From an optimization exercise on the open Yosys and OpenROAD flow, aimed at small area; shortcuts taken in it are not production practice.
No functional check of the RTL was part of this run.

### flow/run.sh
#!/bin/bash
# synth_recipe.tcl (not shown) runs the flow's synth.tcl, then flattens the netlist and writes it again
# the make line also repeats each setting of config.mk as NAME=value (left out here)
make -C /OpenROAD-flow-scripts/flow DESIGN_CONFIG=/design/flow/config.mk WORK_HOME=/design/flow/orfs CLKGATE_MAP_FILE= SYNTH_SCRIPT=/design/flow/synth_recipe.tcl finish
### flow/config.mk
export PLATFORM = sky130hd
export DESIGN_NAME = e1_steer
export DESIGN_NICKNAME = e1_steer
export VERILOG_FILES = /design/flow/design.v
export SDC_FILE = /design/flow/constraint.sdc
export NUM_CORES = 4
export LEC_CHECK = 0
export CAP_MARGIN = 20
export CORE_MARGIN = 2
export CORE_UTILIZATION = 40
export SLEW_MARGIN = 20
### flow/constraint.sdc
create_clock -name core_clock -period 30.0 [get_ports {clk}]
set_input_delay 6.0000 -clock core_clock [delete_from_list [all_inputs] [get_ports {clk}]]
set_output_delay 6.0000 -clock core_clock [all_outputs]
set_load 0.01 [all_outputs]
### flow/design.v
module e1_steer (
    input  wire        clk,
    input  wire        rst,               
    input  wire [31:0] nominal_interval,  
    input  wire        in_valid,
    output wire        in_ready,
    input  wire [31:0] in_ts,             
    input  wire [31:0] in_tick,           
    output reg         dac_valid,
    input  wire        dac_ready,
    output reg  [11:0] dac_data,
    output wire        done,
    output reg  [3:0]  result,
    output wire [2:0]  st_state,
    output wire [1:0]  st_flags,
    output wire [31:0] dac_center,
    output wire [31:0] pps_loss,
    output wire [31:0] cal_fail
);
    localparam [2:0] ST_INIT   = 3'd0,
                     ST_CALMIN = 3'd1,
                     ST_CALMAX = 3'd2,
                     ST_FREQ   = 3'd3,
                     ST_PHASE  = 3'd4;
    localparam [31:0] GATE_MIN          = 32'd75;
    localparam [31:0] GATE_MAX          = 32'd125;
    localparam [31:0] INIT_DISCARD      = 32'd2;
    localparam [31:0] PERIODS           = 32'd4;
    localparam [31:0] CAL_SETTLE        = 32'd2;
    localparam [31:0] FREQ_LOCK_THRESH  = 32'd5;
    localparam [31:0] PHASE_LOSS_THRESH = 32'd50;
    localparam [31:0] SETTLE            = 32'd30;
    localparam [31:0] DAC_MAX           = 32'd65535;
    localparam [31:0] CAL_DIVIDEND      = 32'd262144;   
    localparam [3:0] RES_OK       = 4'd0,
                     RES_PPS_LOSS = 4'd5,
                     RES_CAL_ERR  = 4'd8;
    localparam [2:0] P_IDLE   = 3'd0,
                     P_EXEC   = 3'd1,
                     P_DIV    = 3'd2,
                     P_CENTER = 3'd3,
                     P_DAC    = 3'd4,
                     P_DONE   = 3'd5;
    reg [2:0]  phase;
    reg [2:0]  state;
    reg [31:0] count;
    reg        has_cal;
    reg        cal_err;
    reg [31:0] center;
    reg [31:0] slope;
    reg [31:0] min_off;
    reg [31:0] max_off;
    reg [31:0] last_ref;
    reg [31:0] last_tick;
    reg [31:0] cnt_pps_loss;
    reg [31:0] cnt_cal_fail;
    reg [31:0] ts_q;
    reg [31:0] tick_q;
    reg [31:0] div_q;
    reg [32:0] div_r;
    reg [31:0] div_d;
    reg [5:0]  div_n;
    assign in_ready   = (phase == P_IDLE);
    assign done       = (phase == P_DONE);
    assign st_state   = state;
    assign st_flags   = {cal_err, has_cal};
    assign dac_center = center;
    assign pps_loss   = cnt_pps_loss;
    assign cal_fail   = cnt_cal_fail;
    wire [31:0] dt       = tick_q - last_tick;
    wire        gate_ok  = (dt >= GATE_MIN) && (dt <= GATE_MAX);
    wire [31:0] offset   = ts_q - last_ref - nominal_interval;
    wire [31:0] abs_off  = offset[31] ? (~offset + 32'd1) : offset;
    wire [31:0] count_m1 = count - 32'd1;
    wire [31:0] min_acc  = (count <= PERIODS) ? (min_off + offset) : min_off;
    wire [31:0] max_acc  = (count <= PERIODS) ? (max_off + offset) : max_off;
    wire        cal_good = min_off[31] && !max_acc[31] && (max_acc != 32'd0);
    wire signed [63:0] p      = $signed(offset) * $signed(slope);
    wire signed [63:0] p_div4 = (p + (p[63] ? 64'sd3 : 64'sd0)) >>> 2;
    wire signed [65:0] p3     = $signed({{2{p[63]}}, p}) * 66'sd3;
    wire signed [65:0] p3_div4 = (p3 + (p3[65] ? 66'sd3 : 66'sd0)) >>> 2;
    wire [31:0]        center_new = center - p_div4[31:0];
    wire signed [65:0] value_new  = $signed({{34{center_new[31]}}, center_new}) - p3_div4;
    wire [15:0]        value_clamp = value_new[65]              ? 16'd0 :
                                     (value_new > 66'sd65535)   ? 16'hFFFF :
                                     value_new[15:0];
    wire signed [63:0] cprod      = -($signed(div_q) * $signed(min_off));
    wire signed [63:0] cprod_div4 = (cprod + (cprod[63] ? 64'sd3 : 64'sd0)) >>> 2;
    wire [31:0]        cal_center = cprod_div4[31:0];
    wire [15:0]        cal_clamp  = cal_center[31]           ? 16'd0 :
                                    (cal_center > DAC_MAX)   ? 16'hFFFF :
                                    cal_center[15:0];
    wire [32:0] div_shift = {div_r[31:0], div_q[31]};
    wire [32:0] div_sub   = div_shift - {1'b0, div_d};
    wire        div_take  = !div_sub[32];
    always @(posedge clk) begin
        if (rst) begin
            phase        <= P_IDLE;
            state        <= ST_INIT;
            count        <= INIT_DISCARD;
            has_cal      <= 1'b0;
            cal_err      <= 1'b0;
            last_ref     <= 32'd0;
            last_tick    <= 32'd0;
            cnt_pps_loss <= 32'd0;
            cnt_cal_fail <= 32'd0;
            dac_valid    <= 1'b0;
            result       <= RES_OK;
        end else begin
            case (phase)
                P_IDLE: begin
                    if (in_valid) begin
                        ts_q   <= in_ts;
                        tick_q <= in_tick;
                        phase  <= P_EXEC;
                    end
                end
                P_EXEC: begin
                    last_tick <= tick_q;
                    result    <= RES_OK;
                    phase     <= P_DONE;
                    if (!gate_ok) begin
                        last_ref     <= ts_q;
                        state        <= ST_INIT;
                        count        <= INIT_DISCARD;
                        cnt_pps_loss <= cnt_pps_loss + 32'd1;
                        result       <= RES_PPS_LOSS;
                    end else begin
                        case (state)
                            ST_INIT: begin
                                last_ref <= ts_q;
                                count    <= count_m1;
                                if (count_m1 == 32'd0) begin
                                    if (has_cal) begin
                                        state <= ST_FREQ;
                                        count <= SETTLE;
                                    end else begin
                                        state     <= ST_CALMIN;
                                        count     <= PERIODS + CAL_SETTLE;
                                        min_off   <= 32'd0;
                                        dac_data  <= 12'd0;
                                        dac_valid <= 1'b1;
                                        phase     <= P_DAC;
                                    end
                                end
                            end
                            ST_CALMIN: begin
                                last_ref <= ts_q;
                                min_off  <= min_acc;
                                count    <= count_m1;
                                if (count_m1 == 32'd0) begin
                                    state     <= ST_CALMAX;
                                    count     <= PERIODS + CAL_SETTLE;
                                    max_off   <= 32'd0;
                                    dac_data  <= 12'hFFF;
                                    dac_valid <= 1'b1;
                                    phase     <= P_DAC;
                                end
                            end
                            ST_CALMAX: begin
                                last_ref <= ts_q;
                                max_off  <= max_acc;
                                count    <= count_m1;
                                if (count_m1 == 32'd0) begin
                                    if (cal_good) begin
                                        div_q <= CAL_DIVIDEND;
                                        div_r <= 33'd0;
                                        div_d <= max_acc - min_off;
                                        div_n <= 6'd0;
                                        phase <= P_DIV;
                                    end else begin
                                        cal_err      <= 1'b1;
                                        has_cal      <= 1'b0;
                                        cnt_cal_fail <= cnt_cal_fail + 32'd1;
                                        state        <= ST_INIT;
                                        count        <= INIT_DISCARD;
                                        result       <= RES_CAL_ERR;
                                    end
                                end
                            end
                            ST_FREQ: begin
                                last_ref  <= ts_q;
                                center    <= center_new;
                                dac_data  <= value_clamp[15:4];
                                dac_valid <= 1'b1;
                                phase     <= P_DAC;
                                if (abs_off > FREQ_LOCK_THRESH)
                                    count <= SETTLE;
                                else if (count_m1 == 32'd0) begin
                                    state <= ST_PHASE;
                                    count <= 32'd0;
                                end else
                                    count <= count_m1;
                            end
                            ST_PHASE: begin
                                last_ref  <= last_ref + nominal_interval;
                                center    <= center_new;
                                dac_data  <= value_clamp[15:4];
                                dac_valid <= 1'b1;
                                phase     <= P_DAC;
                                if (abs_off > PHASE_LOSS_THRESH) begin
                                    state <= ST_FREQ;
                                    count <= SETTLE;
                                end
                            end
                            default: begin
                                state <= ST_INIT;
                                count <= INIT_DISCARD;
                            end
                        endcase
                    end
                end
                P_DIV: begin
                    div_r <= div_take ? div_sub : div_shift;
                    div_q <= {div_q[30:0], div_take};
                    div_n <= div_n + 6'd1;
                    if (div_n == 6'd31) begin
                        phase <= P_CENTER;
                    end
                end
                P_CENTER: begin
                    slope     <= div_q;
                    center    <= cal_center;
                    dac_data  <= cal_clamp[15:4];
                    dac_valid <= 1'b1;
                    has_cal   <= 1'b1;
                    state     <= ST_FREQ;
                    count     <= SETTLE;
                    phase     <= P_DAC;
                end
                P_DAC: begin
                    if (dac_ready) begin
                        dac_valid <= 1'b0;
                        phase     <= P_DONE;
                    end
                end
                P_DONE: begin
                    phase <= P_IDLE;
                end
                default: phase <= P_IDLE;
            endcase
        end
    end
endmodule
==> metrics list <==
- In the final timing run, aggregate negative setup slack is 0 ns.
- Remaining routing DRC violations: 0
* Worst hold path type: reg2reg
* Synthesized flop and latch total: 477
* Gates resized, CTS repair: 0
- In this run the register-to-register setup slack is 7.25 ns.
* Most used DFF post-synth: sky130_fd_sc_hd__edfxtp_1
* Root buf cell: sky130_fd_sc_hd__clkbuf_16
- Buffers inserted during clock tree synthesis total 52.
- For this block, the routed nets add up to 343 mm of wire.
* Capturing element type of the critical path: register
* Clock tree from TritonCTS: done
- Final layout net count: 16.1k
* Worst slew pin tran: 1.13 ns
* Post-DR wirelength/cell: 20.3 µm
- Count of buffers from port buffering: 218
- For this run, the number of Yosys warnings is 1.
- The first global-routing pass estimated 542 mm of wire.
- Netlist area before placement: 117,000 µm²
- The detail route stage leaves a number of antenna-violating nets equal to 0.
- Detailed placement finished with a half-perimeter wire length of 270 mm.
- Number of synthesized flops with an enable pin: 306
- Number of setup violations in the final report: 0
* Total die area: 298,000 µm²
- DRC violation total after the first TritonRoute iteration: 6,401
- Before antenna repair, the detailed router went through 5 iterations.
- Non-filler cells in the finished layout: 16.9k
- From bottom edge to top edge, the die measures 546 µm.
* Layout-stage area growth over the synthesis result: 7.22%
- The initial utilization of the core area, before any placement, comes to 40.3%.
- After floorplanning, the core was divided into 198 placement rows.
- In this run the worst path has a maximum fanout of 53.
* CTS HTree Levels: 2
- Layout cells sized above 1: 3.58%
* Number of library cell types mapped by synthesis: 117
- After layout, the worst path uses 94.1% of the clock period.
* CTS Buffer Depth: 3
- Buffers added to address setup during post-CTS repair amount to 0.
* Syn nets: 16.2k
- Register area share after synthesis: 10.7%
- Post-synthesis cell count: 13.0k
- Nature of the critical path startpoint: input port
- After synthesis, the share of flip-flops with an asynchronous set or reset is 0%.
- Total count of max-transition violations in the final report: 0
* Worst-skew pair later-pin latency: 0.70 ns
- Clock transition at the registers of the reported paths: 0.06 ns
- The placed instances occupy a cell area of 124,000 µm².
- Summing all non-filler instances in the final layout gives an area of 126,000 µm².
* Average cell area after synthesis: 9.02 µm²
- Maxcap violations: 0
* Required time of the critical path: 30.36 ns
- The flow ran to the end and the layout has no timing, DRC or antenna violations.
- For the worst setup path, the data arrival time is 28.59 ns.
* I/O pin count: 220
* Pin count of the biggest net entering global routing: 82
- Post-layout min period: 28.23 ns
* Number of vias after detailed routing: 89.4k
- For the final database, setup skew stands at 0.0474 ns.
- The number of hold violations in the final report came to 0.
* Antenna violations before repair: 17
* Hold buffers post-CTS: 0
- Vias in the first global route: 92.4k
- Overall global routing resource usage: 23.1%
- For this run, the slowest stage of the critical path takes 0.86 ns.
- Routability Congestion: 0.959
- Slowest-stage cell, CP: sky130_fd_sc_hd__fa_1
* Category of the most critical setup path: in2reg
- Counting every sink on the clock net gives 477.
* Core area: 292,000 µm²
- Overflow after GRT: 0
- Setup repair after global routing left no endpoint under its margin.
* Achievable Freq: 0.0354 GHz
* Detail-routed via count per cell: 5.30
- Final-layout worst hold slack: 0.453 ns
* Headroom to the max-slew limit: 24.5%
- Counting tap cells, the placed design contains a total of 16.8k instances.
- From left edge to right edge, the die measures 546 µm.
[final timing paths]
kind | start | to | cells past startpoint
max reg2reg | last_ref[0]$_SDFFE_PP0P_ | dac_data[2]$_DFFE_PP_ | 84
min | last_tick[12]$_SDFFE_PP0N_ | last_tick[12]$_SDFFE_PP0N_ | 2
min reg2reg | last_tick[12]$_SDFFE_PP0N_ | last_tick[12]$_SDFFE_PP0N_ | 2
max | nominal_interval[0] | dac_data[2]$_DFFE_PP_ | 85
[cells in the mapped netlist, types with 16 or more instances]
cell,n,share of area [%]
sky130_fd_sc_hd__a2111oi_0,17,0.13
sky130_fd_sc_hd__o2111ai_1,25,0.19
sky130_fd_sc_hd__o31ai_1,41,0.26
sky130_fd_sc_hd__or2_2,54,0.29
sky130_fd_sc_hd__a31o_2,20,0.15
sky130_fd_sc_hd__a31oi_1,62,0.33
sky130_fd_sc_hd__o21ai_0,331,1.4
sky130_fd_sc_hd__nand3_1,169,0.72
sky130_fd_sc_hd__xnor2_1,355,2.6
sky130_fd_sc_hd__fa_1,2196,37
sky130_fd_sc_hd__nor4_1,56,0.30
sky130_fd_sc_hd__dfxtp_1,171,2.9
sky130_fd_sc_hd__nand2b_1,69,0.37
sky130_fd_sc_hd__xor2_1,175,1.3
sky130_fd_sc_hd__a21oi_1,501,2.1
sky130_fd_sc_hd__o211ai_1,42,0.27
sky130_fd_sc_hd__a211o_1,21,0.16
sky130_fd_sc_hd__o31a_1,16,0.12
sky130_fd_sc_hd__nor3_1,195,0.83
sky130_fd_sc_hd__nor2_1,625,2.0
sky130_fd_sc_hd__nor2b_1,96,0.51
sky130_fd_sc_hd__mux2i_1,66,0.56
sky130_fd_sc_hd__inv_1,2227,7.1
sky130_fd_sc_hd__o21a_1,66,0.42
sky130_fd_sc_hd__a211oi_1,96,0.61
sky130_fd_sc_hd__nand4_1,87,0.46
sky130_fd_sc_hd__nor3b_1,24,0.15
sky130_fd_sc_hd__a221oi_1,16,0.12
sky130_fd_sc_hd__or4_1,32,0.20
sky130_fd_sc_hd__and3_1,110,0.59
sky130_fd_sc_hd__ha_1,899,9.6
sky130_fd_sc_hd__clkbuf_1,534,1.7
sky130_fd_sc_hd__nand3b_1,19,0.12
sky130_fd_sc_hd__a21boi_0,41,0.26
sky130_fd_sc_hd__and2_1,1280,6.8
sky130_fd_sc_hd__o21bai_1,63,0.40
sky130_fd_sc_hd__nand2_1,1304,4.2
sky130_fd_sc_hd__edfxtp_1,306,7.8
sky130_fd_sc_hd__a21o_1,181,1.2
sky130_fd_sc_hd__buf_1,21,0.067
sky130_fd_sc_hd__or3_1,89,0.47
[flip-flops by register name (all words and copies together), names as in the netlist, 2 cells and up]
| signal | flops |
|---|---|
| last_tick | 32 |
| cnt_cal_fail | 32 |
| max_off | 32 |
| tick_q | 32 |
| div_n | 6 |
| last_ref | 32 |
| count | 32 |
| min_off | 32 |
| div_q | 32 |
| phase | 3 |
| result | 2 |
| center | 32 |
| slope | 32 |
| div_r | 32 |
| ts_q | 32 |
| dac_data | 12 |
| cnt_pps_loss | 32 |
| div_d | 32 |
| state | 3 |
[worst max-delay path: cells and delay by family]
kind	cells	cell delay (ns)
simple gates	6	0.76
xor+xnor	7	1.66
buf+inv	14	2.79
fa+ha+maj	13	6.22
compound gates	45	11.11
[area by class of cell]
| cell class | count | area, µm² |
|---|---|---|
| antenna | 7 | 17.5 |
| clock buffer | 64 | 1440 |
| clock inverter | 31 | 370 |
| fill | 28700 | 166000 |
| inverter | 2230 | 8370 |
| multi-input combinational | 9743 | 94600 |
| sequential | 477 | 12600 |
| tap | 3900 | 4880 |
| timing repair buffer | 405 | 3580 |
[metal layers]
layer | routed length, µm | track usage (%)
met1 | 146000 | 30.7
met2 | 167000 | 39.6
met3 | 17700 | 2.23
met4 | 12300 | 7.32
met5 | 0 | 0
[placed cells by master (no fill, tap or decap), drive strengths merged, types with 99 or more instances in the layout]
cell type and count:
a211oi 99, a21o 181, a21oi 501, and2 1286
and3 110, buf 188, clkdlybuf4s50 217, dfxtp 171
edfxtp 306, fa 2196, ha 899, inv 2234
nand2 1304, nand3 170, nor2 626, nor3 196
o21ai 339, xnor2 361, xor2 179
[through the flow]
| stage | util (%) | setup WS [ns] |
|---|---|---|
| after floorplan | - | 3.95 |
| after global placement | 42.6 | 1.46 |
| after detailed placement | 42.6 | 1.27 |
| after CTS | 43.2 | 1.89 |
| after global routing | 43.2 | 0.0402 |
| final | 43.2 | 1.77 |
[cell families (layout without fill, tap and decap cells)]
family	count (synthesis)	count (layout)	synth area share [%]
AOI/OAI and AO/OA	1746	1746	9.82
xor gates and xnor gates	542	542	4.14
adders and majority gates	3095	3095	47.0
buffers and inverters	2805	2730	9.02
DFF	477	477	10.7
muxes	78	78	0.678
other	1	8	0.00319
and+or+nand+nor	4281	4281	18.6

port drivers added, routing unchanged:
In the flow no input, the clock included, has a driving cell. The finished layout below was timed again as built, in two steps. Step 1 sets driving cells, clkbuf_16 on the clock port and buf_2 on the other inputs (assumed; they add their load-dependent delay and slew). Step 2 moves the port delays by t, midway between the first and last clock arrival at a register: inputs arrive t later, outputs are due t later. That takes back most of the time a late clock gives input paths. Slacks: ideal / step 1 / step 2; pairs: ideal / step 1.
t (ns): 0.764
setup slack, ns: 1.773 / 1.814 / 1.050
latest minus earliest clock arrival (ns): 0.052 / 0.052
After both steps this run still meets setup and hold. For this run, drivers alone change the setup slack by +0.041 ns; drivers and shift together by -0.723 ns.
